Background: an optimization exercise with open tools, aiming at small area, a short achievable clock period and few clock cycles per item. Do not read the settings as production practice. The RTL was checked by simulation tests, not by an equivalence proof against the original design. No activity file was given, so power comes from the tool's default toggle rates.

// ssaf_chdec
module ssaf_chdec (
    input  wire        clk,
    input  wire        rst,         
    input  wire        cmd_valid,
    output wire        cmd_ready,
    input  wire [31:0] cmd_s,
    input  wire [31:0] cmd_d,
    input  wire        k_valid,
    output wire        k_ready,
    input  wire [5:0]  k_data,
    input  wire        d_valid,
    output wire        d_ready,
    input  wire [31:0] d_off,
    input  wire [31:0] d_len,
    input  wire        in_valid,
    output wire        in_ready,
    input  wire [31:0] in_data,
    output reg         out_valid,
    input  wire        out_ready,
    output reg  [31:0] out_data,
    output reg         out_last
);
    integer i;
    function [31:0] pand32;
        input [31:0] x;
        integer l, j;
        reg [31:0] r;
        begin
            r = x;
            for (l = 0; l < 5; l = l + 1)
                for (j = 0; j < 32; j = j + 1)
                    if ((j >> l) & 1)
                        r[j] = r[j] & r[((j >> l) << l) - 1];
            pand32 = r;
        end
    endfunction
    function [31:0] inc32;
        input [31:0] x;
        reg [31:0] c;
        begin
            c = pand32(x);
            inc32 = x ^ {c[30:0], 1'b1};
        end
    endfunction
    function [31:0] dec32;
        input [31:0] x;
        reg [31:0] c;
        begin
            c = pand32(~x);
            dec32 = x ^ {c[30:0], 1'b1};
        end
    endfunction
    function [15:0] carries16;
        input [15:0] a, b;
        input        cin;
        integer l, j;
        reg [15:0] g, t;
        begin
            g = a & b;
            t = a ^ b;
            g[0] = g[0] | (t[0] & cin);
  ...
Size in the first run: roughly 310 flip-flops, roughly 210 I/O pins.
clock: 10.0 ns
lec_check: 0
abc_area: 1
cap_margin: 20
core_margin: 2
core_utilization: 40
cts_buf_list: sky130_fd_sc_hd__clkbuf_4
place_density: 0.6
slew_margin: 20
standard.sh (not shown) runs the stock make flow with config.mk's settings and CLKGATE_MAP_FILE= SYNTH_SCRIPT=/design/flow/synth_recipe.tcl, a recipe that flattens the netlist after the stock synthesis.
==> flow/flow/run.sh <==
#!/bin/bash
# The standard layout (standard.sh: the standard synthesis and ORFS
# steps), with the port buffers made of buf_2 cells instead of the delay
# buffers buffer_ports picks by default, and timing repair asked for 5.75 ns
# of setup slack. make's output goes to standard_make.log; each ORFS step
# keeps its own log under orfs/logs/.
set -euo pipefail
bash standard.sh finish "BUFFER_PORTS_ARGS=-buffer_cell sky130_fd_sc_hd__buf_2" \
    SETUP_SLACK_MARGIN=5.75 > standard_make.log 2>&1
The first run completed with no timing, DRC or antenna violations.
Testbench counts at the start, summed over its fixed seeds: cycles 100,927, items 100,391.
==> next run, changes <==
==> flow/flow/run.sh (replaced) <==
#!/bin/bash
# The standard layout (standard.sh: the standard synthesis and ORFS
# steps), with the port buffers made of buf_2 cells instead of the delay
# buffers buffer_ports picks by default, and timing repair asked for 6 ns
# of setup slack. make's output goes to standard_make.log; each ORFS step
# keeps its own log under orfs/logs/.
set -euo pipefail
bash standard.sh finish "BUFFER_PORTS_ARGS=-buffer_cell sky130_fd_sc_hd__buf_2" \
    SETUP_SLACK_MARGIN=6 > standard_make.log 2>&1
--- a/flow/config.mk
+++ b/flow/config.mk
@@ -10,5 +10,4 @@
 export CORE_MARGIN = 2
 export CORE_UTILIZATION = 40
-export CTS_BUF_LIST = sky130_fd_sc_hd__clkbuf_4
 export PLACE_DENSITY = 0.6
 export SLEW_MARGIN = 20
Result:
- die area is unchanged
- via count rises by 2.7%
- maximum frequency is lower by 0.56%
- hold slack improved by 45 ps
- clock power rises by about 8%
- clock skew came out lower by 66 ps
- area after synthesis stays the same
==> next run, changes <==
==> flow/flow/run.sh (replaced) <==
#!/bin/bash
# The standard layout (standard.sh: the standard synthesis and ORFS
# steps), with the port buffers made of buf_2 cells instead of the delay
# buffers buffer_ports picks by default, and timing repair asked for 5.5 ns
# of setup slack. make's output goes to standard_make.log; each ORFS step
# keeps its own log under orfs/logs/.
set -euo pipefail
bash standard.sh finish "BUFFER_PORTS_ARGS=-buffer_cell sky130_fd_sc_hd__buf_2" \
    SETUP_SLACK_MARGIN=5.5 > standard_make.log 2>&1
=> Die area does not change; area after synthesis does not change; routed wire length came out lower by a little under a tenth; via count came out lower by a few percent; critical path depth came out lower by 1; clock-buffer cell count came out higher by 10.

ssaf_chdec, a different RTL version from the one above (not shown whole).
Size: roughly 3,300 cells after synthesis, roughly 0.025 sq mm of cells after synthesis.
## ssaf_chdec
module ssaf_chdec (
    input  wire        clk,
    input  wire        rst,         
    input  wire        cmd_valid,
    output wire        cmd_ready,
    input  wire [31:0] cmd_s,
    input  wire [31:0] cmd_d,
    input  wire        k_valid,
    output wire        k_ready,
    input  wire [5:0]  k_data,
    input  wire        d_valid,
    output wire        d_ready,
    input  wire [31:0] d_off,
    input  wire [31:0] d_len,
    input  wire        in_valid,
    output wire        in_ready,
    input  wire [31:0] in_data,
    output reg         out_valid,
    input  wire        out_ready,
    output reg  [31:0] out_data,
    output reg         out_last
);
    integer i;
    function [31:0] pand32;
        input [31:0] x;
        integer l, j;
        reg [31:0] r;
        begin
            r = x;
            for (l = 0; l < 5; l = l + 1)
                for (j = 0; j < 32; j = j + 1)
                    if ((j >> l) & 1)
                        r[j] = r[j] & r[((j >> l) << l) - 1];
            pand32 = r;
        end
    endfunction
    function [31:0] inc32;
        input [31:0] x;
        reg [31:0] c;
        begin
            c = pand32(x);
            inc32 = x ^ {c[30:0], 1'b1};
        end
    endfunction
    function [31:0] dec32;
        input [31:0] x;
        reg [31:0] c;
        begin
  ...
export LEC_CHECK = 0
export ABC_AREA = 1
export CAP_MARGIN = 20
export CORE_MARGIN = 2
export CORE_UTILIZATION = 40
export PLACE_DENSITY = 0.6
export SLEW_MARGIN = 20
create_clock -name core_clock -period 10.0 [get_ports {clk}]
==> flow/flow/run.sh <==
#!/bin/bash
# The standard layout (standard.sh: the standard synthesis and ORFS
# steps), with the port buffers made of buf_2 cells instead of the delay
# buffers buffer_ports picks by default, and timing repair asked for 5.5 ns
# of setup slack. make's output goes to standard_make.log; each ORFS step
# keeps its own log under orfs/logs/.
set -euo pipefail
bash standard.sh finish "BUFFER_PORTS_ARGS=-buffer_cell sky130_fd_sc_hd__buf_2" \
    SETUP_SLACK_MARGIN=5.5 > standard_make.log 2>&1
Testbench counts at the start, summed over its fixed seeds: cycles 100,897, items 100,391.
Rerun with:
==> flow/flow/run.sh (replaced) <==
#!/bin/bash
# The standard layout (standard.sh: the standard synthesis and ORFS
# steps), with the port buffers made of buf_2 cells instead of the delay
# buffers buffer_ports picks by default. make's output goes to
# standard_make.log; each ORFS step keeps its own log under orfs/logs/.
set -euo pipefail
bash standard.sh finish "BUFFER_PORTS_ARGS=-buffer_cell sky130_fd_sc_hd__buf_2" > standard_make.log 2>&1
--- a/flow/config.mk
+++ b/flow/config.mk
@@ -11,3 +11,4 @@
 export CORE_UTILIZATION = 40
 export PLACE_DENSITY = 0.6
+export SETUP_SLACK_MARGIN = 5
 export SLEW_MARGIN = 20
Worst hold slack hardly moves. Wire length went down by a few percent. Power went down by a few percent. Non-clock buffer count went down by 41. Clock power went down by a few percent. Setup slack loses 0.38 ns. Flip-flop and latch count does not change. Sequential share of layout area went up by 1.2 points.
Rerun with:
==> flow/flow/run.sh (replaced) <==
#!/bin/bash
# The standard layout (standard.sh: the standard synthesis and ORFS
# steps), with the port buffers made of buf_2 cells instead of the delay
# buffers buffer_ports picks by default, and timing repair asked for 5.5 ns
# of setup slack. make's output goes to standard_make.log; each ORFS step
# keeps its own log under orfs/logs/.
set -euo pipefail
bash standard.sh finish "BUFFER_PORTS_ARGS=-buffer_cell sky130_fd_sc_hd__buf_2" \
    SETUP_SLACK_MARGIN=5.5 > standard_make.log 2>&1
--- a/flow/config.mk
+++ b/flow/config.mk
@@ -10,5 +10,5 @@
 export CORE_MARGIN = 2
 export CORE_UTILIZATION = 40
+export CTS_BUF_LIST = sky130_fd_sc_hd__clkbuf_4
 export PLACE_DENSITY = 0.6
-export SETUP_SLACK_MARGIN = 5
 export SLEW_MARGIN = 20
Via count grows by a few percent; hold slack loses 0.0062 ns; non-clock buffer count rose by 45.

## what the ideal ports hide
In the flow no input, the clock included, has a driving cell. The finished layouts below were timed again as built, in two steps.
Step 1 sets driving cells, clkbuf_16 on the clock port and buf_2 on the other inputs (assumed; they add their load-dependent delay and slew).
Step 2 times the ports against the registers' clock, not the clock port: input delays grow and output delays shrink by t, the midpoint of the rising clock arrivals with the driver on.
Three values: no drivers, after step 1, after step 2; two values: the first two.
run	shift t [ns]	slack for setup (ns)	hold slack, ns	slew at the worst register clock pin (ns)	worst slew at a driven data input, ns
the first run of note 1	0.906	5.765 / 5.733 / 5.014	0.371 / 0.371 / 0.371	0.09 / 0.09	0.07
the second run of note 1	0.629	5.741 / 5.741 / 5.557	0.416 / 0.416 / 0.416	0.08 / 0.08	0.08
the third run of note 1	0.638	5.593 / 5.593 / 5.256	0.424 / 0.424 / 0.424	0.06 / 0.06	0.08
the first run of note 2	0.641	5.587 / 5.587 / 5.127	0.422 / 0.422 / 0.422	0.06 / 0.06	0.09
the second run of note 2	0.624	5.205 / 5.205 / 4.805	0.420 / 0.420 / 0.420	0.07 / 0.07	0.09
the third run of note 2	0.902	5.558 / 5.558 / 4.813	0.414 / 0.414 / 0.414	0.07 / 0.07	0.10
After both steps every run listed still meets setup and hold. For the first run of note 1, which loses most, drivers alone change the setup slack by -0.032 ns; drivers and shift together by -0.751 ns.
